From an optimization exercise on the open Yosys and OpenROAD flow, aimed at a short achievable clock period and few clock cycles per item; shortcuts taken in it are not production practice.
At most, simulation tests tie the RTL to the original design; equivalence was not proved.
No driver is modelled on the clock port, so clock power and skew are understated where the tree is cut down; a real chip needs a root buffer or a tree.
Power figures rest on the tool's default switching activity, not on a simulated workload.

// consolls_core
module consolls_core (
    input  wire        clk,
    input  wire        rst,
    input  wire        step_valid,
    output wire        step_ready,
    output wire        done,
    output reg         halted,
    output reg  [2:0]  cause,
    output reg  [15:0] fault_ip,
    output reg  [15:0] info,
    output reg  [2:0]  info_n,
    output reg         mem_req,
    output reg         mem_we,
    output reg  [15:0] mem_addr,
    output reg  [7:0]  mem_wdata,
    input  wire        mem_ready,
    input  wire [7:0]  mem_rdata
);
    localparam [2:0] C_NONE  = 3'd0,
                     C_OOB   = 3'd1,
                     C_INVOP = 3'd2,
                     C_DIV0  = 3'd3,
                     C_SHIFT = 3'd4;
    localparam integer J_R0  = 0,  J_R1  = 1,  J_T   = 2,
                       J_F1L = 3,  J_F1H = 4,  J_F2L = 5,  J_F2H = 6,
                       J_F3L = 7,  J_F3H = 8,
                       J_XL  = 9,  J_XH  = 10, J_YL  = 11, J_YH  = 12,
                       J_PL  = 13, J_PH  = 14,
  ...
export LEC_CHECK = 0
export CAP_MARGIN = 20
export CORE_MARGIN = 2
export CORE_UTILIZATION = 40
export SLEW_MARGIN = 20
create_clock -name core_clock -period 28.0 [get_ports {clk}]
standard.sh (not shown) runs the stock make flow with config.mk's settings and CLKGATE_MAP_FILE= SYNTH_SCRIPT=/design/flow/synth_recipe.tcl, a recipe that flattens the netlist after the stock synthesis.
==> flow/flow/run.sh <==
#!/bin/bash
set -euo pipefail
bash standard.sh SETUP_SLACK_MARGIN=23 PRE_CTS_TCL="$PWD/flow/pre_cts.tcl" finish > standard_flow.log 2>&1
Other scripts of this flow, unchanged in this note and not shown: flow/flow/pre_cts.tcl, flow/flow/pre_cts_tree.tcl
Testbench counts at the start, summed over its fixed seeds: cycles 176,422, steps 9,600.
Next try:
--- a/flow/design.v
+++ b/flow/design.v
@@ -272,26 +272,21 @@
         dr_n  = dv_R[15:0];
         for (m = 1; m < 16; m = m + 1) begin
             dv_t = {1'b0, dv_R} - {1'b0, dv_m[m]};
             if (!dv_t[20]) begin
                 dv_qd = m[3:0];
                 dr_n  = dv_t[15:0];
             end
         end
     end
     wire [15:0] dq_n = {dv_q[11:0], dv_qd};
-    reg [15:0] prod;
-    reg        prodv;
-    always @(posedge clk) begin
-        prod  <= x * y;
-        prodv <= xall & yall & ~clr;
-    end
+    wire [15:0] prod = x * y;
     wire [15:0] shl = x << f2[3:0];
     wire [15:0] shr = x >> f2[3:0];
     wire        x_lt_y = x < y;
     wire        x_eq_y = x == y;
     reg [15:0] res;
     always @(*) begin
         res = x;                             
         if (d_add)   res = x + y;
         if (d_sub)   res = x - y;
         if (d_mul)   res = prod;
@@ -304,27 +299,25 @@
         if (d_rsh)   res = shr;
         if (d_cmp)   res = x_lt_y ? 16'hFFFF : (x_eq_y ? 16'h0000 : 16'h0001);
         if (d_setv)  res = f2;
     end
     wire dst_en = d_bin | d_cmp | d_not | d_lsh | d_rsh | d_setv | d_copy |
                   d_get | d_set;
     wire [15:0] dst = (d_not | d_copy | d_get) ? f2 :
                       d_setv ? f1 :
                       d_set  ? p  : f3;
     wire res_lo_rdy = d_div ? dv_done :
-                      d_mul ? prodv :
                       d_cmp ? (xall & yall) :
                       d_bin ? (vld[J_XL] & vld[J_YL]) :
                       d_setv ? vld[J_F2L] :
                       vld[J_XL];
     wire res_hi_rdy = d_div ? dv_done :
-                      d_mul ? prodv :
                       d_setv ? vld[J_F2H] :
                       (xall & (yall | ~use_y));
     reg [15:0] newip;
     reg        nl_known, nh_known;
     always @(*) begin
         newip = nip;
         nl_known = 1'b1;
         nh_known = 1'b1;
         if (d_jumpv) begin
             newip = f1;
Outcome:
- The new run completed with no timing, DRC or antenna violations
- sequential share of layout area went down by 0.38 points
- worst setup slack improved by 0.050 ns
- hold slack got worse by 0.0077 ns
- power went down by 2.9%
- wire length went up by about 1.5%
- clock skew is about the same
- via count went up by about 0.5%
- synthesized area went up by 0.56%
- critical path depth went down by 5
- clock power went down by about 3%
Testbench counts after the change, summed over its fixed seeds: cycles 175,928, steps 9,600.
No run of this note takes its clock network from TritonCTS; it comes from the design's own scripts or RTL.

Another version of the RTL of consolls_core (not shown whole).
Size in the first run: about 6200 cells after synthesis, about 79 I/O pins.
## consolls_core
module consolls_core (
    input  wire        clk,
    input  wire        rst,
    input  wire        step_valid,
    output wire        step_ready,
    output wire        done,
    output reg         halted,
    output reg  [2:0]  cause,
    output reg  [15:0] fault_ip,
    output reg  [15:0] info,
    output reg  [2:0]  info_n,
    output reg         mem_req,
    output reg         mem_we,
    output reg  [15:0] mem_addr,
    output reg  [7:0]  mem_wdata,
    input  wire        mem_ready,
    input  wire [7:0]  mem_rdata
);
clock: 28.0 ns
lec_check: 0
cap_margin: 20
core_margin: 2
core_utilization: 40
slew_margin: 20
==> flow/flow/run.sh <==
#!/bin/bash
set -euo pipefail
bash standard.sh SETUP_SLACK_MARGIN=23 finish > standard_flow.log 2>&1
Rerun with:
--- a/flow/design.v
+++ b/flow/design.v
@@ -130,23 +130,23 @@
     reg [NJ-1:0] hjob;     
     wire t_direct = pone[J_R1];
     wire dx_direct = ((d_get & pone[J_PH]) | (d_jump & pone[J_F1H])) & use_x & ~iss[J_XL];
     wire dp_direct = ((d_get & pone[J_F1H]) | (d_set & pone[J_F2H])) & use_p & ~iss[J_PL];
     reg [14:0] need;
     reg [14:0] rdy;
     always @(*) begin
         need = 15'd0;
         rdy  = 15'd0;
         need[J_R0]  = 1'b1;               rdy[J_R0]  = 1'b1;
         need[J_R1]  = 1'b1;               rdy[J_R1]  = 1'b1;
-        need[J_T]   = 1'b1;               rdy[J_T]   = ipv;
+        need[J_T]   = 1'b1;               rdy[J_T]   = ipv & (ip[15:14] == 2'b00);
         need[J_F1L] = ~clsv | (~d_bad & d_w3);
         need[J_F1H] = ~clsv | (~d_bad & d_w3);
         need[J_F2L] = go & d_w5;
         need[J_F2H] = go & d_w5;
         need[J_F3L] = go & d_w7;
         need[J_F3H] = go & d_w7;
         rdy[J_F1L]  = ipv & fa1_in;
         rdy[J_F1H]  = ipv & fa1_in;
         rdy[J_F2L]  = ipv & fa1_in;
         rdy[J_F2H]  = ipv & fa1_in;
         rdy[J_F3L]  = ipv & fa1_in;
=> The new run went through all stages and came out clean. Final cell count stays flat. Power is higher slightly. Die area came out lower slightly. Setup slack is better by 0.073 ns. Sequential power is about the same. Global-route usage fell by 0.90 points. Non-clock buffer count rose by 24. Clock skew came out higher by 0.0097 ns. Design area hardly moves. Via count came out lower by a few percent. Clock power climbs slightly. Critical path depth does not change. Sequential share of layout area is about the same.
Testbench counts after the change, summed over its fixed seeds: cycles 176,422, steps 9,600.
Function not checked in the first run of this note: the RTL went through the layout flow alone.

==> afterwards: timing with drivers on the ports <==
Ports are ideal in the flow. The routed layouts listed here were re-timed in OpenROAD. Step 1, drivers: a clkbuf_16 drives clk and a buf_2 each remaining input, both assumed. Step 2 adds t to the input delays and takes it off the output delays; t is the mean of the earliest and latest rising clock arrival at the registers after step 1. Input paths then give back, and output paths get back, about the clock's delay inside the block. Slacks: no drivers / after step 1 / after step 2; pairs: no drivers / after step 1.
run	shift t [ns]	setup WS [ns]	latest minus earliest clock arrival (ns)	worst register clock-pin slew, ns	pins driven straight from the clock port
the first run of note 1	0.571	21.433 / 21.328 / 20.986	0.051 / 0.051	0.10 / 0.10	4
the second run of note 1	0.543	21.483 / 21.328 / 21.071	0.046 / 0.045	0.09 / 0.09	4
the first run of note 2	0.762	21.173 / 21.092 / 20.951	0.039 / 0.039	0.07 / 0.07	1
the second run of note 2	0.732	21.246 / 21.164 / 20.995	0.041 / 0.041	0.07 / 0.07	1
After both steps every run listed still meets setup and hold. For the first run of note 1, which loses most, drivers alone change the setup slack by -0.105 ns; drivers and shift together by -0.447 ns.
